Background: an optimization exercise with open tools, aiming at small area, a short achievable clock period and few clock cycles. Do not read the settings as production practice. The RTL was checked by simulation tests, not by an equivalence proof against the original design. Power and IR drop assume default switching activity.

==> flow/design.v <==
module jenkins_lookup3_mixer (
    input  wire        clk,
    input  wire        rst,         
    input  wire        cmd_valid,
    output wire        cmd_ready,
    input  wire [35:0] cmd_data,
    output wire        rsp_valid,
    input  wire        rsp_ready,
    output wire [35:0] rsp_data,
    output wire        done
);
    localparam [31:0] GOLDEN = 32'h9e3779b9;
    localparam integer ADD_KIND = 1;    
    localparam [3:0] OP_NOP    = 4'h0;
    localparam [3:0] OP_STARTZ = 4'h1;
    localparam [3:0] OP_STARTN = 4'h2;
    localparam [3:0] OP_PUSHB  = 4'h3;
    localparam [3:0] OP_PUSHW  = 4'h4;
    localparam [3:0] OP_FINISH = 4'h5;
    localparam [3:0] OP_READ   = 4'h6;
    localparam [3:0] OP_STATUS = 4'h7;
    localparam [3:0] OP_CLEAR  = 4'h8;
    localparam [1:0] PH_IDLE   = 2'd0;
    localparam [1:0] PH_ABSORB = 2'd1;
    localparam [1:0] PH_DONE   = 2'd2;
    localparam [1:0] J_START = 2'd0;
    localparam [1:0] J_ABS   = 2'd1;
    localparam [1:0] J_FIN   = 2'd2;
    localparam [1:0] D_ZERO   = 2'd0;
    localparam [1:0] D_READ   = 2'd1;
    localparam [1:0] D_STATUS = 2'd2;
    reg [1:0]  ph_q;
    reg        z_q;
    reg [3:0]  n_q;
    reg [1:0]  err_q;
    reg [23:0] h_q;         
    reg        hold_q;      
    reg        pf_q;        
    reg [1:0]  pfs_q;       
    reg        jv_q;
    reg [1:0]  jt_q;
    reg [31:0] p_q;
    reg        jmix_q;
    reg [1:0]  jst_q;
    reg        en_q;        
    reg        sst_q;       
    reg        sab_q;       
    reg [5:0]  mx_q;        
    reg [6:0]  fn_q;        
    reg        first_q;     
    reg        mixa_q;      
    reg        fina_q;      
    reg [1:0]  rc_q;        
    reg        selp_q, sb0_q, mix_q, fin_q, sub_q;
    reg        sm4_q, sm6_q, sm8_q, sm16_q, sm19_q;
    reg        sf14_q, sf11_q, sf25_q, sf16_q, sf4_q, sf24_q;
    reg        kill_q;      
    reg        xen_q;       
    reg        h2_q;        
    reg        mh_q;        
    reg [31:0] r0, r1, r2;
    reg [1:0]  cnt_q;
    reg [3:0]  q0_q, q1_q;
    reg        stp_q;       
    wire slot_free = !jv_q || first_q;
    wire hold_eff  = hold_q && !fn_q[6];
    assign cmd_ready = slot_free && !hold_eff && !pf_q && (cnt_q != 2'd2) && !stp_q;
    assign rsp_valid = (cnt_q != 2'd0);
    assign done      = (ph_q == PH_DONE);
    wire [31:0] status_word = {22'd0, err_q, n_q, 1'b0, z_q, ph_q};
    wire [31:0] rsp_word = (q0_q[1:0] == D_READ)   ? r1 :
                           (q0_q[1:0] == D_STATUS) ? status_word : 32'd0;
    assign rsp_data = {2'b00, q0_q[3:2], rsp_word};
    wire [3:0]  op  = cmd_data[35:32];
    wire [31:0] arg = cmd_data[31:0];
    wire        fire = cmd_valid && cmd_ready;
    reg [1:0] code;
    always @(*) begin
        code = 2'd0;
        if (op > OP_CLEAR)
            code = 2'd1;
        else if ((op == OP_NOP || op == OP_FINISH || op == OP_READ ||
                  op == OP_STATUS || op == OP_CLEAR) && arg != 32'd0)
            code = 2'd2;
        else if (op == OP_PUSHB && arg[31:8] != 24'd0)
            code = 2'd2;
        else if ((op == OP_PUSHB || op == OP_PUSHW || op == OP_FINISH) &&
                 (ph_q == PH_IDLE || (ph_q == PH_DONE && !z_q)))
            code = 2'd3;
        else if (op == OP_READ && ph_q != PH_DONE)
            code = 2'd3;
    end
    wire ok = (code == 2'd0);
    wire [1:0] k = n_q[1:0];
    wire [1:0] j = n_q[3:2];
    wire       is_s = (op == OP_STARTZ) || (op == OP_STARTN);
    wire       is_b = (op == OP_PUSHB);
    wire       is_w = (op == OP_PUSHW);
    wire       is_f = (op == OP_FINISH);
    wire       argz  = (arg == 32'd0);
    wire       arghz = (arg[31:8] == 24'd0);
    wire       absorb = (ph_q == PH_ABSORB);
    wire [3:0] nz = {|arg[31:24], |arg[23:16], |arg[15:8], |arg[7:0]};
    wire       z0 = !z_q || nz[0];
    wire       z1 = !z_q || nz[1];
    wire       z2 = !z_q || nz[2];
    wire       z3 = !z_q || nz[3];
    wire [3:0] vb;
    assign vb[0] = !pf_q && (is_w || is_b) && z0;
    assign vb[1] = !pf_q && is_w && z0 && z1;
    assign vb[2] = !pf_q && is_w && z0 && z1 && z2;
    assign vb[3] = !pf_q && is_w && z0 && z1 && z2 && z3;
    wire       term = z_q && (is_w ? !(nz[0] && nz[1] && nz[2] && nz[3]) : !nz[0]);
    reg [31:0] rw;
    reg [3:0]  vr;
    always @(*) begin
        case (k)
            2'd0: begin rw = arg;                       vr = vb; end
            2'd1: begin rw = {arg[23:0], arg[31:24]};   vr = {vb[2:0], vb[3]}; end
            2'd2: begin rw = {arg[15:0], arg[31:16]};   vr = {vb[1:0], vb[3:2]}; end
            default: begin rw = {arg[7:0], arg[31:8]};  vr = {vb[0], vb[3:1]}; end
        endcase
    end
    wire [3:0] ge = (k == 2'd0) ? 4'b1111 : (k == 2'd1) ? 4'b1110 :
                    (k == 2'd2) ? 4'b1100 : 4'b1000;
    wire [3:0] mge = vr & ge;
    wire [3:0] mlt = vr & ~ge;
    wire [31:0] wd  = {8'd0, h_q} |
                      (rw & {{8{mge[3]}}, {8{mge[2]}}, {8{mge[1]}}, {8{mge[0]}}});
    wire [23:0] lft = rw[23:0] & {{8{mlt[2]}}, {8{mlt[1]}}, {8{mlt[0]}}};
    wire        cmpl = vr[3];                   
    wire [3:0]  n_p1 = (n_q == 4'd11) ? 4'd0 : n_q + 4'd1;
    wire [3:0]  n_p4 = (n_q >= 4'd8) ? n_q - 4'd8 : n_q + 4'd4;
    function [1:0] fsteps;
        input [1:0] fj;
        input       fk;
        begin
            case (fj)
                2'd0:    fsteps = 2'd2;
                2'd1:    fsteps = 2'd1;
                default: fsteps = fk ? 2'd3 : 2'd0;
            endcase
        end
    endfunction
    wire [1:0] j_after = (j == 2'd2) ? 2'd0 : j + 2'd1;
    wire       k_after = |mlt;                  
    wire        pushok = absorb && (is_w || (is_b && arghz));
    wire        cj  = is_s || (pushok && (cmpl || term)) || (absorb && is_f && argz);
    wire [1:0]  cjt = is_s ? J_START : (cmpl && !is_f) ? J_ABS : J_FIN;
    wire [31:0] cjp = is_s ? arg : wd;
    wire        cjmix = (j == 2'd2);
    wire [1:0]  cjst = fsteps(j, (k != 2'd0) || vb[0]);
    wire pf_load = pf_q && slot_free;
    wire ld_cmd  = fire && cj;      
    wire ld      = ld_cmd || pf_load;
    wire [1:0]  ldt  = pf_load ? J_FIN : cjt;
    wire        ldmx = cjmix;
    wire [1:0]  ldst = pf_load ? pfs_q : cjst;
    wire [3:0] ent = ok ? {2'b00, (op == OP_READ) ? D_READ :
                                  (op == OP_STATUS) ? D_STATUS : D_ZERO}
                        : {code, D_ZERO};
    wire pop = rsp_valid && rsp_ready;
    reg [1:0] cnt_n;
    reg [3:0] q0_n, q1_n;
    always @(*) begin
        cnt_n = cnt_q; q0_n = q0_q; q1_n = q1_q;
        if (fire && !pop) begin
            cnt_n = cnt_q + 2'd1;
            if (cnt_q == 2'd0) q0_n = ent; else q1_n = ent;
        end else if (!fire && pop) begin
            cnt_n = cnt_q - 2'd1;
            q0_n = q1_q;
        end else if (fire && pop) begin
            if (cnt_q == 2'd1) q0_n = ent;
            else begin q0_n = q1_q; q1_n = ent; end
        end
    end
    wire rd_after = (fire && op == OP_READ) ||
                    (cnt_q != 2'd0 && q0_q[1:0] == D_READ && !rsp_ready) ||
                    (cnt_q == 2'd2 && q1_q[1:0] == D_READ);
    wire cur_rot = en_q && !sst_q && !sab_q && !(|mx_q) && !(|fn_q);
    wire cont = (sab_q && mixa_q) || ((sab_q || cur_rot) && fina_q) ||
                (|mx_q[4:0]) || (|fn_q[5:0]);
    wire        nj_v  = (jv_q && !first_q) ? 1'b1 : ld;
    wire [1:0]  nj_t  = (jv_q && !first_q) ? jt_q : ldt;
    wire        nj_mx = (jv_q && !first_q) ? jmix_q : ldmx;
    wire [1:0]  nj_st = (jv_q && !first_q) ? jst_q : ldst;
    reg        en_n, sst_n, sab_n, first_n, mixa_n, fina_n;
    reg [5:0]  mx_n;
    reg [6:0]  fn_n;
    reg [1:0]  rc_n;
    always @(*) begin
        en_n = 1'b0; sst_n = 1'b0; sab_n = 1'b0; first_n = 1'b0;
        mixa_n = 1'b0; fina_n = 1'b0; mx_n = 6'd0; fn_n = 7'd0; rc_n = 2'd0;
        if (cont) begin
            en_n = 1'b1;
            if (|mx_q[4:0]) mx_n = {mx_q[4:0], 1'b0};
            else if (|fn_q[5:0]) fn_n = {fn_q[5:0], 1'b0};
            else if (sab_q && mixa_q) mx_n = 6'd1;
            else if (rc_q != 2'd0) begin fina_n = 1'b1; rc_n = rc_q - 2'd1; end
            else fn_n = 7'd1;
        end else if (nj_v && !rd_after) begin
            en_n = 1'b1; first_n = 1'b1;
            case (nj_t)
                J_START: sst_n = 1'b1;
                J_ABS:   begin sab_n = 1'b1; mixa_n = nj_mx; end
                default: if (nj_st != 2'd0) begin
                             sab_n = 1'b1; fina_n = 1'b1; rc_n = nj_st - 2'd1;
                         end else
                             fn_n = 7'd1;
            endcase
        end
    end
    function [31:0] rotl;
        input [31:0] x;
        input integer s;
        begin
            rotl = (x << s) | (x >> (32 - s));
        end
    endfunction
    wire [31:0] nr1  = ~r1;
    wire [31:0] rotm = ({32{sm4_q}}  & rotl(r1, 4))  |
                       ({32{sm6_q}}  & rotl(r1, 6))  |
                       ({32{sm8_q}}  & rotl(r1, 8))  |
                       ({32{sm16_q}} & rotl(r1, 16)) |
                       ({32{sm19_q}} & rotl(r1, 19));
    wire [31:0] opb  = ({32{selp_q}} & p_q)            |
                       ({32{sb0_q}}  & nr1)            |
                       ({32{sf14_q}} & rotl(nr1, 14))  |
                       ({32{sf11_q}} & rotl(nr1, 11))  |
                       ({32{sf25_q}} & rotl(nr1, 25))  |
                       ({32{sf16_q}} & rotl(nr1, 16))  |
                       ({32{sf4_q}}  & rotl(nr1, 4))   |
                       ({32{sf24_q}} & rotl(nr1, 24));
    wire [31:0] opa = (r0 & {32{~kill_q}}) ^ (r1 & {32{xen_q}});
    wire [31:0] sum, s2;
    pfx_add #(.KIND(ADD_KIND)) u_add (.a(opa), .b(opb), .ci(sub_q), .s(sum));
    pfx_add #(.KIND(ADD_KIND)) u_add2 (.a(r1 & {32{~h2_q}}), .b(r2 & {32{mh_q}}), .ci(1'b0), .s(s2));
    wire [31:0] u   = sum ^ rotm;
    always @(posedge clk) begin
        r1 <= u;
        r2 <= sst_q ? GOLDEN : s2;
        if (en_q)
            r0 <= sst_q ? GOLDEN : r2;
    end
    always @(posedge clk) begin
        if (slot_free) begin
            p_q    <= cjp;
            jt_q   <= ldt;
            jmix_q <= ldmx;
            jst_q  <= ldst;
        end
        if (rst) begin
            ph_q <= PH_IDLE; z_q <= 1'b0; n_q <= 4'd0; err_q <= 2'd0;
            h_q <= 24'd0; hold_q <= 1'b0; pf_q <= 1'b0; pfs_q <= 2'd0;
            jv_q <= 1'b0;
            en_q <= 1'b0; sst_q <= 1'b0; sab_q <= 1'b0; mx_q <= 6'd0;
            fn_q <= 7'd0; first_q <= 1'b0; mixa_q <= 1'b0; fina_q <= 1'b0;
            rc_q <= 2'd0;
            selp_q <= 1'b0; sb0_q <= 1'b0; mix_q <= 1'b0; fin_q <= 1'b0;
            sub_q <= 1'b0; sm4_q <= 1'b0; sm6_q <= 1'b0; sm8_q <= 1'b0;
            sm16_q <= 1'b0; sm19_q <= 1'b0; sf14_q <= 1'b0; sf11_q <= 1'b0;
            sf25_q <= 1'b0; sf16_q <= 1'b0; sf4_q <= 1'b0; sf24_q <= 1'b0;
            kill_q <= 1'b1; xen_q <= 1'b1; h2_q <= 1'b1; mh_q <= 1'b1;
            cnt_q <= 2'd0; q0_q <= 4'd0; q1_q <= 4'd0; stp_q <= 1'b0;
        end else begin
            en_q <= en_n; sst_q <= sst_n; sab_q <= sab_n; mx_q <= mx_n;
            fn_q <= fn_n; first_q <= first_n; mixa_q <= mixa_n;
            fina_q <= fina_n; rc_q <= rc_n;
            selp_q <= sst_n | sab_n;
            sb0_q  <= |mx_n;  mix_q <= |mx_n;  fin_q <= |fn_n;
            sub_q  <= (|mx_n) | (|fn_n);
            sm4_q  <= mx_n[0] | mx_n[5]; sm6_q <= mx_n[1]; sm8_q <= mx_n[2];
            sm16_q <= mx_n[3]; sm19_q <= mx_n[4];
            sf14_q <= fn_n[0] | fn_n[5]; sf11_q <= fn_n[1]; sf25_q <= fn_n[2];
            sf16_q <= fn_n[3]; sf4_q <= fn_n[4]; sf24_q <= fn_n[6];
            kill_q <= sst_n | !en_n;  xen_q <= (|fn_n) | !en_n;
            h2_q   <= !en_n;          mh_q  <= (|mx_n) | !en_n;
            jv_q <= ld ? 1'b1 : (first_q ? 1'b0 : jv_q);
            if (pf_load) pf_q <= 1'b0;
            if (fn_q[6]) hold_q <= 1'b0;
            cnt_q <= cnt_n; q0_q <= q0_n; q1_q <= q1_n;
            if (pop && q0_q[1:0] == D_STATUS) stp_q <= 1'b0;
            if (fire) begin
                if (!ok) begin
                    if (err_q == 2'd0) err_q <= code;
                end else begin
                    case (op)
                    OP_STARTZ, OP_STARTN: begin
                        ph_q <= PH_ABSORB; z_q <= (op == OP_STARTZ);
                        n_q <= 4'd0; h_q <= 24'd0;
                    end
                    OP_PUSHB, OP_PUSHW: if (ph_q == PH_ABSORB) begin
                        h_q <= cmpl ? lft : wd[23:0];
                        if (term) begin
                            ph_q <= PH_DONE; n_q <= 4'd0; hold_q <= 1'b1;
                            pf_q <= cmpl;
                            pfs_q <= fsteps(j_after, k_after);
                        end else
                            n_q <= is_w ? n_p4 : n_p1;
                    end
                    OP_FINISH: if (ph_q == PH_ABSORB) begin
                        ph_q <= PH_DONE; n_q <= 4'd0;
                        hold_q <= 1'b1;
                    end
                    OP_STATUS: stp_q <= 1'b1;
                    OP_CLEAR: begin
                        ph_q <= PH_IDLE; n_q <= 4'd0; z_q <= 1'b0;
                        err_q <= 2'd0;
                    end
                    default: ;
                    endcase
                end
            end
        end
    end
endmodule
module pfx_add #(parameter integer KIND = 1) (
    input  wire [31:0] a,
    input  wire [31:0] b,
    input  wire        ci,
    output wire [31:0] s
);
    wire [31:0] p0 = a ^ b;
    wire [31:0] g0 = a & b;
    wire [31:0] G [0:5];
    wire [31:0] P [0:5];
    assign G[0] = {g0[31:1], g0[0] | (p0[0] & ci)};
    assign P[0] = p0;
    genvar l, i;
    generate
        for (l = 0; l < 5; l = l + 1) begin : lv
            for (i = 0; i < 32; i = i + 1) begin : bt
                if (KIND == 0) begin : ks
                    if (i >= (1 << l)) begin : op
                        assign G[l+1][i] = G[l][i] | (P[l][i] & G[l][i - (1 << l)]);
                        assign P[l+1][i] = P[l][i] & P[l][i - (1 << l)];
                    end else begin : pass
                        assign G[l+1][i] = G[l][i];
                        assign P[l+1][i] = P[l][i];
                    end
                end else begin : sk
                    if ((i >> l) & 1) begin : op
                        assign G[l+1][i] = G[l][i] | (P[l][i] & G[l][((i >> l) << l) - 1]);
                        assign P[l+1][i] = P[l][i] & P[l][((i >> l) << l) - 1];
                    end else begin : pass
                        assign G[l+1][i] = G[l][i];
                        assign P[l+1][i] = P[l][i];
                    end
                end
            end
        end
    endgenerate
    assign s = p0 ^ {G[5][30:0], ci};
endmodule
==> flow/run.sh <==
#!/bin/bash
# synth_recipe.tcl (not shown) runs the flow's synth.tcl, then flattens the netlist and writes it again
# the make line also repeats each setting of config.mk as NAME=value (left out here)
make -C /OpenROAD-flow-scripts/flow DESIGN_CONFIG=/design/flow/config.mk WORK_HOME=/design/flow/orfs CLKGATE_MAP_FILE= SYNTH_SCRIPT=/design/flow/synth_recipe.tcl finish
==> flow/config.mk <==
export PLATFORM = sky130hd
export DESIGN_NAME = jenkins_lookup3_mixer
export DESIGN_NICKNAME = jenkins_lookup3_mixer
export VERILOG_FILES = /design/flow/design.v
export SDC_FILE = /design/flow/constraint.sdc
export NUM_CORES = 4
export LEC_CHECK = 0
export CAP_MARGIN = 20
export CORE_MARGIN = 2
export CORE_UTILIZATION = 40
export PLACE_DENSITY = 0.45
export SETUP_SLACK_MARGIN = 3.5
export SLEW_MARGIN = 20
export TNS_END_PERCENT = 5
==> flow/constraint.sdc <==
create_clock -name core_clock -period 6.0 [get_ports {clk}]
set_input_delay 1.2000 -clock core_clock [delete_from_list [all_inputs] [get_ports {clk}]]
set_output_delay 1.2000 -clock core_clock [all_outputs]
set_load 0.01 [all_outputs]
==> results by group, run 1 <==
Final layout
  • Design Area, Final: between 15000 and 20000 sq um
  • Final core occ: 50.8%
  • Fillers: 3533
  • Ant. Diodes: 0
  • Layout cells sized above 1: between 20% and 30%
  • # nets final: between 2000 and 2500
  • Area Growth Syn to Fin: 25.6%

Global routing
  • Initial antenna violation count: 0
  • GRT Residual Overflow: 0
  • Vias in the first global route: 14200
  • Total track usage: between 30% and 40%
  • First-pass GRT wire length: around 95000 um
  • Largest net degree at the start of global routing: 54

Synthesis
  • Area share of fa/ha/maj cells after synthesis: 7.25%
  • Post-synth EDFFs: a little under 70
  • Synth Area in Compound Gates: 26.4%
  • Syn_area_per_cell: 8.29 sq um
  • Largest family of logic cells by synthesized area: compound AO/OA/AOI/OAI gates
  • Post-synthesis cell area: around 15000 sq um
  • Yosys cell types: 80
  • Synth Area in Simple Gates: 19.4%
  • Ys Warns: 2
  • Register area share after synthesis: 33.4%
  • XOR/XNOR share of the synthesized area: 7.12%
  • Mapped Cells: 1782
  • Synth Flop Type: dfxtp_1
  • Number of synthesized register bits: 212
  • Async S/R FF share, synth: 0%
  • Multiplexer share of the synthesized area: less than 1%

Timing
  • Relative slew slack: roughly a fifth
  • Final critical path time including I/O delays and setup: 3.43 ns
  • Post-route worst setup slack: about 2.6 ns
  • Setup Skew: 0.0190 ns
  • Max Freq: 0.292 GHz
  • Worst Max-Slew Pin Slew: 1.21 ns
  • RSZ-0062 raised after global routing: true
  • # setup viols final: 0
  • Final Hold Fails: 0
  • Final period util: 57.1%
  • Setup_tns: 0 ns
  • WHS: 0.444 ns
  • Max-slew violation count: 0

Die
  • Die footprint: 38500 sq um
  • Top-Level Pins: a little under 80
  • CORE AREA: 36500 sq um
  • Die height: 196 um
  • Initial Util: 40.4%
  • Chip width: 196 um
  • Num rows: 70

Placed design
  • Post-Place Worst Slack: ~1.2 ns
  • DP HPWL: 42100 um
  • Final Wtd Congestion: slightly below 1
  • Post-DP Area: between 15000 and 20000 sq um
  • Buffers on Ports: 76

Detailed routing
  • WL per Instance: 27.0 um
  • DRC viols: 0
  • Antenna Nets Post-Route: 0
  • Final WL: roughly 64000 um
  • Router iterations before antenna repair: 10
  • Drt initial violations: 2270
  • Vias per inst: 6.31
  • Via Count: between 10000 and 15000

Clock network
  • H-tree depth: 1
  • Clk Latency, worst-skew pair: 0.55 ns
  • Clock Tree Root: clkbuf_16
  • Num CTS Buffers: 26
  • Sink Count: roughly 210
  • Longest Clk Path Bufs: 3
  • TritonCTS clock tree: done
  • Clk pin slew, worst setup/hold paths: 0.07 ns

Setup path
  • Crit-path slowest cell: fa_2
  • Req. time, crit path: roughly 6.5 ns
  • Max incr delay on CP: 0.40 ns
  • CP Capture Type: flip-flop
  • Arr. time, crit path: 3.89 ns
  • Crit path max fanout: 12
  • Most frequent CP cell: nand2_2
  • CP Class: reg -> reg
  • Startpoint Class: flip-flop
  • CP cell instances: buf_6 -> o22ai_4 -> a221oi_4 -> nand2_2 -> fa_2 -> inv_2 -> fa_2 -> nor2b_2 -> o31a_1 -> o21bai_4 -> nand2_2 -> nand2_2 -> nand2_2 -> fa_2 -> xnor2_2 -> xnor2_1

Hold path
  • HP Class: reg -> reg

Power
  • Pwr Density: 366 nW/um^2
  • Leakage power total: 7.55 nW
  • Worst vdd ir: 233 uV

Job
  • Max Cap Viol: 0

Status
  • Status: no timing/DRC/antenna violations
## layer usage
metal / global-route usage [%] / share of wire [%] / vias up
met4: 10.4 / 3.6 / 0
met1: 48.3 / 46 / 7190
li1: - / - / 6764
met3: 8.94 / 10 / 168
met5: 0 / 0 / -
met2: 46.8 / 41 / 836
## cell type report
cell class | count | area, sq um | share of cell area [%]
Inverter | 74 | 395 | 2.13
Timing Repair inverter | 3 | 18.8 | 0.101
Timing Repair Buffer | 218 | 2030 | 11.0
Clock buffer | 37 | 712 | 3.84
Multi-Input combinational cell | 1348 | 9690 | 52.3
Tap cell | 468 | 586 | 3.16
Clock inverter | 11 | 78.8 | 0.425
Sequential cell | 212 | 5030 | 27.1
## registers in the layout (all words and copies together) (netlist names), 6 cells and up
signal,flops
mx_q,6
r1,32
fn_q,6
p_q,32
h_q,24
r0,32
r2,32
## Yosys cell counts (25+ instances only)
| master | number | area (sq um) |
|---|---|---|
| a21oi_1 | 108 | 541 |
| a222oi_1 | 60 | 601 |
| o22ai_1 | 69 | 432 |
| nor2_1 | 128 | 480 |
| nor2b_1 | 66 | 413 |
| o21ai_0 | 75 | 375 |
| nand2_1 | 201 | 754 |
| or2_2 | 25 | 156 |
| edfxtp_1 | 69 | 2070 |
| a221oi_1 | 60 | 526 |
| dfxtp_1 | 143 | 2860 |
| a22oi_1 | 45 | 338 |
| xnor2_1 | 93 | 815 |
| inv_1 | 68 | 255 |
| and2_1 | 38 | 238 |
| ha_1 | 68 | 851 |
| clkbuf_1 | 123 | 462 |
| nor3_1 | 42 | 210 |
| xor2_1 | 27 | 236 |
## where the power goes
| part | total [W] | internal (W) | leakage (nW) | switching (W) |
|---|---|---|---|---|
| logic | 0.00303 | 0.00121 | 5.26 | 0.00182 |
| registers | 0.00226 | 0.00184 | 1.91 | 0.000423 |
| clock network | 0.00150 | 0.000831 | 0.375 | 0.000674 |
| total | 0.00680 | 0.00388 | 7.55 | 0.00292 |
## cells in the final DEF, fill, tap and decap left out, types with 36 or more instances in the layout
cell type and n:
nand2_1 190, ha_1 63, o22ai_1 66, nor3_1 36, buf_4 103, edfxtp_1 69, xnor2_1 86, a221oi_1 45
a222oi_1 60, o21ai_0 69, a21oi_1 99, a22oi_1 45, nor2_1 121, nor2b_1 60, dlygate4sd2_1 42, dfxtp_1 110
and2_1 38, inv_1 45
## critical path: cells and delay by family (launching register included)
kind / cells / cell delay [ns]
AOI/OAI and AO/OA: 4 / 0.88
xor gates and xnor gates: 2 / 0.35
and+or+nand+nor: 5 / 0.47
adders and majority gates: 3 / 1.01
DFF: 1 / 0.32
buffers and inverters: 2 / 0.28
## through the flow
step	cells	power, W
finish	2371	0.00680
CTS	2348	0.00654
global route	2371	0.00704
global placement	2219	0.00461
detailed placement	2219	0.00461
floorplan	1783	0.00356
## path summary, 6_finish.rpt
check | depth (start not counted) | startpoint | slack, ns | to
min | 1 | fn_q[5]$_SDFF_PP0_ | 0.44 | sf24_q$_SDFF_PP0_
min reg2reg | 1 | fn_q[5]$_SDFF_PP0_ | 0.44 | sf24_q$_SDFF_PP0_
max | 16 | r1[16]$_DFF_P_ | 2.57 | r1[17]$_DFF_P_
max reg2reg | 16 | r1[16]$_DFF_P_ | 2.57 | r1[17]$_DFF_P_
## logic make-up (layout without fill, tap and decap cells)
kind of cell,after synthesis,count (layout)
buffers and inverters,224,343
other,1,2
adders and majority gates,79,79
DFF,212,212
AOI/OAI and AO/OA,551,551
xor gates and xnor gates,120,120
and+or+nand+nor,589,590
muxes,6,6
## repair_timing
item,in CTS,in global routing
buffers inserted,76,23
pin swaps,44,27
resized for setup,290,61
endpoints found under the setup margin,200,196
hold buffers,0,0
cloned,5,0
Testbench counts, summed over its fixed seeds: cycles 6,729.
==> run 2, diff against run 1 <==
--- a/flow/config.mk
+++ b/flow/config.mk
@@ -10,5 +10,5 @@
 export CORE_UTILIZATION = 40
 export PLACE_DENSITY = 0.45
-export SETUP_SLACK_MARGIN = 3.5
+export SETUP_SLACK_MARGIN = 3.2
 export SLEW_MARGIN = 20
-export TNS_END_PERCENT = 5
+export TNS_END_PERCENT = 0
==> run 2 against run 1 <==
  * Sequential share of layout area is 0.15 points lower
  * Combinational power decreased by 6%
  * Clock-buffer cell count is the same
  * Synthesized area stayed put
  * Critical path type unchanged
  * Largest power group unchanged
==> results by group, run 2 <==
Clock network
  • Num CTS Buffers: 26
  • H-tree depth: 1
  • Clk Latency, worst-skew pair: ~0.57 ns
  • Clk pin slew, worst setup/hold paths: roughly 0.06 ns
  • Clock Tree Root: clkbuf_16
  • TritonCTS clock tree: done
  • Sink Count: 212
  • Longest Clk Path Bufs: 3

Power
  • Leakage power total: 7.77 nW
  • Switching power total: 0.00287 W
  • Internal power: 0.00397 W
  • Part of the power in registers: 34.8%
  • Combinational fraction of design power: a little over two fifths
  • Pwr Density: 365 nW/um^2
  • Clock power share: 23.7%
  • Worst vdd ir: 246 uV
  • Sw frac: about two fifths

Global routing
  • Largest net degree at the start of global routing: 54
  • Total track usage: 32.9%
  • Vias in the first global route: 14300
  • Initial antenna violation count: 0
  • First-pass GRT wire length: approximately 95000 um
  • GRT Residual Overflow: 0

Timing
  • Worst Max-Slew Pin Slew: approximately 0.78 ns
  • Setup_tns: 0 ns
  • Max-slew violation count: 0
  • Setup Skew: 0.0169 ns
  • Max Freq: 0.296 GHz
  • Final Hold Fails: 0
  • Relative slew slack: between 40% and 50%
  • Final period util: 56.2%
  • Final critical path time including I/O delays and setup: 3.37 ns
  • # setup viols final: 0
  • RSZ-0062 raised after global routing: true

Synthesis
  • Number of synthesized register bits: 212
  • Synth Flop Type: dfxtp_1
  • Async S/R FF share, synth: 0%
  • Post-synth EDFFs: 69
  • Top post-synthesis cells by count: 201 x nand2_1, 143 x dfxtp_1, 128 x nor2_1, 123 x clkbuf_1, 108 x a21oi_1
  • Synth Area in Simple Gates: around a fifth
  • Largest family of logic cells by synthesized area: compound AO/OA/AOI/OAI gates
  • Most frequent cell after synthesis: nand2_1
  • Share of the synthesized area in the top cell type: 19.4%
  • Mapped Cells: 1782
  • Synth Area in Compound Gates: 26.4%
  • Multiplexer share of the synthesized area: less than 1%
  • Area share of fa/ha/maj cells after synthesis: 7.25%
  • Area contributors post-synth: dfxtp_1 19%, edfxtp_1 14%, ha_1 5.8%
  • Yosys top cell by area: dfxtp_1
  • Register area share after synthesis: 33.4%
  • Post-synthesis cell area: 14800 sq um
  • Ys Warns: 2
  • Yosys cell types: 80
  • XOR/XNOR share of the synthesized area: 7.12%
  • Syn_area_per_cell: 8.29 sq um

Setup path
  • CP Capture Type: flip-flop
  • CP cell instances: inv_1 -> a221oi_2 -> nand2_1 -> ha_1 -> o21a_1 -> o31a_1 -> o21bai_4 -> a2111oi_4 -> nor2_1 -> buf_4 -> buf_4 -> nor2b_1 -> a31oi_1 -> xnor2_1
  • Req. time, crit path: roughly 6.4 ns
  • Startpoint Class: flip-flop
  • R2R setup slack: 2.63 ns
  • CP Class: reg -> reg
  • Max incr delay on CP: 0.50 ns
  • Arr. time, crit path: 3.81 ns
  • Most frequent CP cell: buf_4
  • Crit path max fanout: 12
  • Crit-path slowest cell: dfxtp_4

Final layout
  • Most frequent cells in the layout: 197 x nand2_1, 123 x nor2_1, 110 x buf_4
  • Ant. Diodes: 0
  • # nets final: approximately 2000
  • Fillers: between 3000 and 4000
  • Area Growth Syn to Fin: 26.7%
  • Layout cells sized above 1: between 10% and 20%
  • Commonest non-fill, non-tap cell in the layout: nand2_1
  • Fin cells: about 2400

Detailed routing
  • WL per Instance: 27.0 um
  • Drt initial violations: roughly 2500
  • Final WL: between 60000 and 70000 um
  • DRC viols: 0
  • Via Count: 15200
  • Router iterations before antenna repair: 15
  • Antenna Nets Post-Route: 0
  • Vias per inst: 6.38

Die
  • Num rows: 70
  • CORE AREA: approximately 37000 sq um
  • Chip width: 196 um
  • Die footprint: between 30000 and 40000 sq um
  • Die height: around 200 um
  • Top-Level Pins: 79
  • Initial Util: 40.4%

Placed design
  • Dpl cells: 2215
  • Buffers on Ports: 76
  • Final Wtd Congestion: 0.989
  • DP HPWL: 41700 um

Job
  • Max Cap Viol: 0

Status
  • Status: no timing/DRC/antenna violations

Hold path
  • HP Class: reg -> reg
==> run 2: cell counts after synthesis <==
Identical to the previous run, type by type.
==> run 2: final timing paths <==
check / startpoint / to / cells after the start
worst min-delay path: h_q[17]$_SDFFE_PP0P_ / h_q[17]$_SDFFE_PP0P_ / 2
worst max register to register: r1[20]$_DFF_P_ / r1[23]$_DFF_P_ / 14
worst max-delay path: r1[20]$_DFF_P_ / r1[23]$_DFF_P_ / 14
worst min register to register: h_q[17]$_SDFFE_PP0P_ / h_q[17]$_SDFFE_PP0P_ / 2
==> run 2: stage by stage <==
| stage | hold slack, ns | cell area [sq um] | total power (W) | setup slack (ns) | util [%] |
|---|---|---|---|---|---|
| global route | 0.479 | 18700 | 0.00708 | 2.47 | 51.2 |
| detailed placement | 0.438 | 15900 | 0.00458 | 1.24 | 43.5 |
| finish | 0.451 | 18700 | 0.00684 | 2.63 | 51.2 |
| global placement | 0.439 | 15900 | 0.00459 | 1.24 | 43.5 |
| floorplan | 0.420 | 14900 | 0.00355 | 2.76 | - |
| CTS | 0.452 | 18600 | 0.00665 | 2.74 | 50.8 |
==> run 2: power by group through the flow <==
stage               sequential [W]  clock [W]  combinational (W)
finish                     0.00238    0.00162            0.00284
global route               0.00237    0.00170            0.00301
CTS                        0.00231    0.00164            0.00269
detailed placement         0.00232          0            0.00226
global placement           0.00233          0            0.00226
floorplan                  0.00192          0            0.00163
==> run 2: logic make-up (layout without fill, tap and decap cells) <==
| logic type | Yosys count | in the layout |
|---|---|---|
| flip-flops | 212 | 212 |
| other | 1 | 2 |
| buffers and inverters | 224 | 347 |
| multiplexers | 6 | 6 |
| AO/OA/AOI/OAI | 551 | 551 |
| AND/OR/NAND/NOR | 589 | 590 |
| adder cells (fa/ha/maj) | 79 | 79 |
| XOR/XNOR | 120 | 120 |
==> run 2: routing by layer <==
metal / wire length, um / track usage, %
met5: 0 / 0
met4: 3000 / 12.8
met3: 7220 / 9.46
met2: 25600 / 46.3
met1: 28200 / 47.1
==> run 2: layout make-up <==
| class | instances | area [sq um] | share of cell area, % |
|---|---|---|---|
| clock buffers | 37 | 723 | 3.86 |
| inverters | 74 | 355 | 1.90 |
| multi-input cells | 1348 | 9650 | 51.5 |
| clock inverters | 10 | 145 | 0.775 |
| repair inverters | 3 | 18.8 | 0.100 |
| well taps | 468 | 586 | 3.13 |
| flip-flops and latches | 212 | 5050 | 27.0 |
| repair buffers | 223 | 2190 | 11.7 |
==> run 2: repair_timing <==
action | CTS | global route
hold endpoints to repair | 0 | 0
pin swaps | 41 | 14
buffers inserted | 96 | 7
setup endpoints to repair | 193 | 184
hold buffers | 0 | 0
gates cloned | 10 | 0
gates resized for setup | 304 | 21
==> run 2: worst max-delay path: cells and delay by family, from the launching register on <==
| kind | cells | cell delay [ns] |
|---|---|---|
| simple gates | 3 | 0.43 |
| flops | 1 | 0.50 |
| compound gates | 6 | 1.29 |
| fa+ha+maj | 1 | 0.32 |
| buf+inv | 3 | 0.55 |
| xor+xnor | 1 | 0.15 |
==> run 3, diff against run 2 <==
--- a/flow/config.mk
+++ b/flow/config.mk
@@ -8,7 +8,7 @@
 export CAP_MARGIN = 20
 export CORE_MARGIN = 2
-export CORE_UTILIZATION = 40
-export PLACE_DENSITY = 0.45
-export SETUP_SLACK_MARGIN = 3.2
+export CORE_UTILIZATION = 50
+export PLACE_DENSITY = 0.55
+export SETUP_SLACK_MARGIN = 3.5
 export SLEW_MARGIN = 20
 export TNS_END_PERCENT = 0
==> run 3 against run 2 <==
  * Still clean on timing, DRC and antenna
  * Clock skew up 0.0036 ns
  * Total power shrank 0.41%
  * Final area fell by 0.21%
  * Non-clock buffer count rose by 23
  * Critical path type unchanged
  * Highest routed layer is now met5
==> results by group, run 3 <==
Placed design
  • Final Wtd Congestion: 1.06
  • Dpl cells: roughly 2100
  • DP HPWL: 38600 um
  • Buffers on Ports: 76
  • Post-DP Area: 15700 sq um

Setup path
  • Req. time, crit path: around 6.5 ns
  • CP Class: reg -> reg
  • Crit path max fanout: 9
  • Arr. time, crit path: ~3.8 ns
  • Startpoint Class: flip-flop
  • CP cell instances: buf_4 -> o22ai_1 -> a221oi_1 -> nand2_1 -> ha_1 -> a21oi_1 -> nor2_1 -> a211oi_2 -> o21ai_1 -> nor2_1 -> o21ai_2 -> a21o_1 -> a21oi_1 -> xnor2_1
  • R2R setup slack: 2.63 ns
  • Max incr delay on CP: a little under 0.5 ns
  • CP Capture Type: flip-flop
  • Crit-path slowest cell: dfxtp_1

Detailed routing
  • Via Count: 15500
  • Vias per inst: 6.71
  • Final WL: 61300 um
  • Antenna Nets Post-Route: 0
  • Router iterations before antenna repair: 12
  • DRC viols: 0
  • Drt initial violations: between 2000 and 3000
  • WL per Instance: approximately 26 um

Power
  • Power Total: about 0.0068 W
  • Worst vdd ir: 265 uV
  • Pwr Density: ~360 nW/um^2
  • Leakage power total: ~7.7 nW

Clock network
  • Clk Latency, worst-skew pair: approximately 0.54 ns
  • Num CTS Buffers: 25
  • Clk pin slew, worst setup/hold paths: 0.06 ns
  • TritonCTS clock tree: done
  • Clock Tree Root: clkbuf_16
  • Hold_buf cts: 0
  • H-tree depth: 1
  • Sink Count: 212
  • Longest Clk Path Bufs: 3

Hold path
  • HP Class: reg -> reg

Timing
  • Final critical path time including I/O delays and setup: 3.37 ns
  • Max-slew violation count: 0
  • Relative slew slack: 24.5%
  • Setup Skew: 0.0205 ns
  • Worst Max-Slew Pin Slew: roughly 1.1 ns
  • Final period util: 56.2%
  • RSZ-0062 raised after global routing: true
  • Max Freq: 0.297 GHz
  • # setup viols final: 0
  • Final Hold Fails: 0
  • Setup_tns: 0 ns

Die
  • Die height: 176 um
  • Chip width: between 150 and 200 um
  • Die footprint: a little over 30000 sq um
  • Num rows: 62
  • Initial Util: about 51%
  • Top-Level Pins: 79
  • CORE AREA: 28900 sq um

Job
  • Max Cap Viol: 0

Global routing
  • Largest net degree at the start of global routing: 54
  • Vias in the first global route: 14400
  • GRT Residual Overflow: 0
  • First-pass GRT wire length: 90700 um
  • Total track usage: 38.7%
  • Initial antenna violation count: 1

Synthesis
  • Register area share after synthesis: between 30% and 40%
  • Number of synthesized register bits: ~210
  • Ys Warns: 2
  • Post-synth EDFFs: 69
  • Synth Flop Type: dfxtp_1
  • Top post-synthesis cells by count: 201 x nand2_1, 143 x dfxtp_1, 128 x nor2_1, 123 x clkbuf_1, 108 x a21oi_1
  • Area contributors post-synth: dfxtp_1 19%, edfxtp_1 14%, ha_1 5.8%
  • Yosys cell types: 80
  • Most frequent cell after synthesis: nand2_1
  • Share of the synthesized area in the top cell type: approximately a fifth
  • Async S/R FF share, synth: 0%
  • Mapped Cells: 1782
  • Syn_area_per_cell: approximately 8.3 sq um
  • Post-synthesis cell area: 14800 sq um
  • Yosys top cell by area: dfxtp_1

Status
  • Status: no timing/DRC/antenna violations

Final layout
  • Layout cells sized above 1: 22.5%
  • Design Area, Final: 18700 sq um
  • Area Growth Syn to Fin: 26.4%
  • Most frequent cells in the layout: 192 x nand2_1, 143 x buf_4, 123 x nor2_1
  • Multi-input gate area in the final layout: a little under 10000 sq um
  • # nets final: around 2000
  • Ant. Diodes: 0
  • Fin cells: 2315
  • Fillers: around 2500
  • Commonest non-fill, non-tap cell in the layout: nand2_1
  • Reg area: 5060 sq um
-- run 3: cell counts after synthesis --
Identical to the previous run, type by type.
-- run 3: repair_timing --
action,CTS,global route
pin swaps,40,47
buffers inserted,98,35
gates cloned,10,0
endpoints found under the setup margin,200,195
gates resized for setup,290,82
-- run 3: final timing paths --
path,startpoint,endpoint,cells past startpoint
hold reg to reg,h_q[17]$_SDFFE_PP0P_,h_q[17]$_SDFFE_PP0P_,2
setup reg to reg,r1[27]$_DFF_P_,r1[26]$_DFF_P_,14
setup / recovery,r1[27]$_DFF_P_,r1[26]$_DFF_P_,14
hold / removal,h_q[17]$_SDFFE_PP0P_,h_q[17]$_SDFFE_PP0P_,2
-- run 3: critical path: cells and delay by family (launching register included) --
family / cells / cell delay, ns
AOI/OAI and AO/OA: 8 / 1.60
xor gates and xnor gates: 1 / 0.14
buffers and inverters: 1 / 0.28
DFF: 1 / 0.49
and+or+nand+nor: 3 / 0.43
adders and majority gates: 1 / 0.33
-- run 3: logic make-up (layout without fill, tap and decap cells) --
family / count (synthesis) / after routing / share of synthesized area [%]
flip-flops: 212 / 212 / 33.4
other: 1 / 2 / 0.0254
multiplexers: 6 / 6 / 0.415
AND/OR/NAND/NOR: 589 / 591 / 19.4
adder cells (fa/ha/maj): 79 / 79 / 7.25
buffers and inverters: 224 / 370 / 5.92
XOR/XNOR: 120 / 120 / 7.12
AO/OA/AOI/OAI: 551 / 551 / 26.4
-- run 3: power breakdown --
group          switching [W]  total (W)  internal (W)
Combinational        0.00177    0.00302       0.00125
Sequential          0.000472    0.00232       0.00185
Clock               0.000626    0.00148      0.000850
-- run 3: metrics by stage --
stage          util, %  hold WS (ns)  setup WS (ns)
3_5_place_dp      54.4         0.438           1.35
3_3_place_gp      54.4         0.439           1.43
6_report          64.6         0.449           2.63
4_1_cts           62.9         0.451           2.78
5_1_grt           64.6         0.478           2.58
2_1_floorplan        -         0.420           2.76
-- run 3: metal layers --
layer | GRT usage (%) | up-vias | part of all wire, % | routed length (um)
li1 | - | 6818 | - | -
met1 | 54.6 | 7319 | 42 | 25500
met2 | 55.3 | 1114 | 40 | 24500
met3 | 12.9 | 276 | 13 | 8210
met4 | 12.8 | 4 | 5.0 | 3050
met5 | 0.160 | - | 0.086 | 53
-- run 3: area by class of cell --
| type | instances | share of cell area, % |
|---|---|---|
| clock buffers | 38 | 3.77 |
| clock inverters | 7 | 0.348 |
| inverters | 74 | 1.93 |
| multi-input cells | 1349 | 52.3 |
| flip-flops and latches | 212 | 27.1 |
| well taps | 384 | 2.57 |
| repair buffers | 246 | 11.8 |
| repair inverters | 5 | 0.188 |
==> run 4, diff against run 3 <==
--- a/flow/config.mk
+++ b/flow/config.mk
@@ -8,6 +8,6 @@
 export CAP_MARGIN = 20
 export CORE_MARGIN = 2
-export CORE_UTILIZATION = 50
-export PLACE_DENSITY = 0.55
+export CORE_UTILIZATION = 45
+export PLACE_DENSITY = 0.5
 export SETUP_SLACK_MARGIN = 3.5
 export SLEW_MARGIN = 20
==> run 4 against run 3 <==
  * Still clean on timing, DRC and antenna
  * Synthesized area unchanged
  * Clock-buffer cell count down 4
  * Global-route usage down 4.1 points
  * Total power down 0.78%
  * Clock skew up 0.0055 ns
  * Cell count up 2.1%
  * Sequential share of layout area down 0.091 points
  * Setup slack worse by 0.098 ns
  * Clock power up about 10%
  * Final area up 0.26%
  * Wire length down 2.9%
  * Via count down 1.9%
==> results by group, run 4 <==
Status
  • Status: no timing/DRC/antenna violations

Setup path
  • Reg2reg path depth: 14
  • Reg2reg start: r1[25]$_DFF_P_
  • Crit path max fanout: 10
  • Req. time, crit path: 6.45 ns
  • Worst setup endpoint: r1[29]$_DFF_P_
  • R2r endpoint: r1[29]$_DFF_P_
  • CP Capture Type: flip-flop
  • Crit-path slowest cell: dfxtp_4
  • Arr. time, crit path: ~3.9 ns
  • Startpoint Class: flip-flop
  • CP startpoint: r1[25]$_DFF_P_
  • Max incr delay on CP: 0.49 ns
  • R2R setup slack: 2.53 ns
  • CP cell instances: clkinvlp_4 -> a221oi_1 -> nand2_1 -> ha_4 -> and4_1 -> o21ai_1 -> o21bai_4 -> a2111oi_4 -> nor2_1 -> buf_4 -> o21ai_4 -> a31oi_4 -> nor2b_4 -> xnor2_1
  • CP Class: reg -> reg

Synthesis
  • Yosys top cell by area: dfxtp_1
  • Area share of fa/ha/maj cells after synthesis: around 7.3%
  • Share of the synthesized area in the top cell type: 19.4%
  • Synth Area in Compound Gates: 26.4%
  • Post-synthesis cell area: 14800 sq um
  • Yosys cell types: 80
  • Post-synth EDFFs: between 60 and 70
  • Most frequent cell after synthesis: nand2_1
  • Area contributors post-synth: dfxtp_1 19%, edfxtp_1 14%, ha_1 5.8%
  • XOR/XNOR share of the synthesized area: approximately 7.1%
  • Synth Area in Simple Gates: 19.4%
  • Async S/R FF share, synth: 0%
  • Top post-synthesis cells by count: 201 x nand2_1, 143 x dfxtp_1, 128 x nor2_1, 123 x clkbuf_1, 108 x a21oi_1
  • Ys Warns: 2
  • Register area share after synthesis: 33.4%
  • Number of synthesized register bits: 212
  • Synth Flop Type: dfxtp_1
  • Multiplexer share of the synthesized area: less than 1%
  • Largest family of logic cells by synthesized area: compound AO/OA/AOI/OAI gates
  • Mapped Cells: about 1800
  • Syn_area_per_cell: 8.29 sq um

Placed design
  • Buffers on Ports: 76
  • Dpl cells: about 2200
  • Final Wtd Congestion: 0.979
  • DP HPWL: 37700 um

Timing
  • Final Hold Fails: 0
  • Worst Max-Slew Pin Slew: around 0.76 ns
  • Final period util: ~58%
  • Max Freq: 0.288 GHz
  • Setup Skew: 0.0260 ns
  • # setup viols final: 0
  • Setup_tns: 0 ns
  • RSZ-0062 raised after global routing: true
  • Relative slew slack: between 40 and 50%
  • Final critical path time including I/O delays and setup: 3.47 ns
  • Max-slew violation count: 0

Power
  • Part of the power in registers: 34.0%
  • Switching power total: 0.00278 W
  • Internal power: 0.00398 W
  • Sw frac: between 40 and 50%
  • Combinational fraction of design power: 41.9%
  • Leakage power total: 7.72 nW
  • Worst vdd ir: 222 uV
  • Pwr Density: 361 nW/um^2
  • Clock power share: 24.1%

Global routing
  • Largest net degree at the start of global routing: between 50 and 60
  • Vias in the first global route: approximately 15000
  • Total track usage: 34.6%
  • First-pass GRT wire length: 89600 um
  • GRT Residual Overflow: 0
  • Initial antenna violation count: 3

Hold path
  • HP Class: reg -> reg

Die
  • Top-Level Pins: 79
  • Die height: around 190 um
  • Chip width: roughly 190 um
  • Die footprint: 34300 sq um
  • Num rows: 66
  • CORE AREA: 32500 sq um
  • Initial Util: 45.5%

Clock network
  • Clock Tree Root: clkbuf_16
  • Clk Latency, worst-skew pair: between 0.5 and 0.6 ns
  • Hold_buf cts: 0
  • Longest Clk Path Bufs: 3
  • H-tree depth: 1
  • Clk pin slew, worst setup/hold paths: roughly 0.060 ns
  • TritonCTS clock tree: done
  • Num CTS Buffers: 26
  • Sink Count: 212

Final layout
  • Area Growth Syn to Fin: 26.8%
  • Fillers: 2999
  • Layout cells sized above 1: 20.9%
  • # nets final: 2019
  • Commonest non-fill, non-tap cell in the layout: nand2_1
  • Fin cells: 2364
  • Most frequent cells in the layout: 190 x nand2_1, 130 x buf_4, 123 x nor2_1
  • Final core occ: 57.7%

Job
  • Max Cap Viol: 0

Detailed routing
  • Antenna Nets Post-Route: 0
  • DRC viols: 0
  • Vias per inst: about 6.4
  • Final WL: 59500 um
  • Drt initial violations: 2429
  • WL per Instance: 25.2 um
  • Router iterations before antenna repair: 14
  • Via Count: 15200
run 4: cell families (layout without fill, tap and decap cells):
family                     Yosys count  after routing
muxes                                6              6
and+or+nand+nor                    589            590
xor gates and xnor gates           120            120
other                                1              4
buffers and inverters              224            360
AOI/OAI and AO/OA                  551            551
adders and majority gates           79             79
DFF                                212            212
run 4: power by group through the flow:
stage,logic [W],registers (W),clock network [W]
after global placement,0.00216,0.00229,0
after floorplan,0.00163,0.00192,0
after global routing,0.00300,0.00229,0.00170
final,0.00283,0.00230,0.00163
after CTS,0.00269,0.00226,0.00165
after detailed placement,0.00218,0.00229,0
run 4: area by class of cell:
type                       count  area [sq um]  share of cell area, %
multi-input combinational   1348          9670                   51.6
sequential                   212          5060                   27.0
timing repair buffer         235          2190                   11.7
clock buffer                  34           712                   3.80
tap                          442           553                   2.95
inverter                      74           367                   1.96
clock inverter                14           158                  0.842
timing repair inverter         3          16.3                 0.0869
antenna                        2          5.00                 0.0267
run 4: critical path, delay by kind of cell, from the launching register on:
family	cells	cell delay, ns
buffers and inverters	2	0.42
DFF	1	0.49
AOI/OAI and AO/OA	6	1.34
adders and majority gates	1	0.33
xor gates and xnor gates	1	0.17
and+or+nand+nor	4	0.64
run 4: repair_timing:
item | CTS | global route
setup endpoints to repair | 203 | 198
buffers inserted | 113 | 5
pin swaps | 50 | 8
hold endpoints to repair | 0 | 0
gates cloned | 8 | 0
resized for setup | 303 | 14
run 4: how the worst min path moves through the flow:
stage,from,endpoint,cells after the start
2_1_floorplan,h_q[17]$_SDFFE_PP0P_,h_q[17]$_SDFFE_PP0P_,2
3_3_place_gp,h_q[21]$_SDFFE_PP0P_,h_q[21]$_SDFFE_PP0P_,2
3_5_place_dp,h_q[17]$_SDFFE_PP0P_,h_q[17]$_SDFFE_PP0P_,2
4_1_cts,fn_q[0]$_SDFF_PP0_,fn_q[1]$_SDFF_PP0_,1
5_1_grt,fn_q[5]$_SDFF_PP0_,sf24_q$_SDFF_PP0_,1
6_report,fn_q[0]$_SDFF_PP0_,fn_q[1]$_SDFF_PP0_,1
run 4: routing by layer:
metal	track usage [%]	vias up	routed length, um
li1	-	6816	-
met1	47.4	7285	25200
met2	52.2	870	25000
met3	8.77	266	6260
met4	13.2	2	3060
met5	0.148	-	13
run 4: per-stage QoR:
stage                     power (W)  hold WS (ns)  cell area, sq um  worst slack (ns)
final                       0.00676         0.441             18700              2.53
after global routing        0.00699         0.478             18700              2.48
after CTS                   0.00660         0.445             18600              2.75
after detailed placement    0.00447         0.438             15800              1.07
after global placement      0.00446         0.432             15800              1.13
after floorplan             0.00355         0.420             14900              2.76

[static timing again, ports no longer ideal]
Ports are ideal in the flow. The routed layouts listed here were re-timed in OpenROAD. Step 1: set_driving_cell puts a clkbuf_16 on clk and a buf_2 on each other input, an assumption about the parent block. Step 2 also shifts input and output timing later by t, the mid clock arrival at the registers, as if the neighbouring blocks saw the same clock. a / b / c = ideal ports / drivers / drivers and shift; a / b = the first two.
| run | t (ns) | setup slack, ns | hold WS [ns] | worst setup path after step 2 |
|---|---|---|---|---|
| run 1 | 0.601 | 2.575 / 2.575 / 2.081 | 0.444 / 0.444 / 0.444 | input to register |
| run 2 | 0.613 | 2.627 / 2.627 / 2.068 | 0.451 / 0.451 / 0.451 | input to register |
| run 3 | 0.579 | 2.628 / 2.628 / 2.185 | 0.449 / 0.449 / 0.449 | input to register |
| run 4 | 0.603 | 2.530 / 2.530 / 2.083 | 0.441 / 0.441 / 0.441 | input to register |
After both steps every run listed still meets setup and hold. For run 2, which loses most, drivers alone change the setup slack by 0.000 ns; drivers and shift together by -0.559 ns.
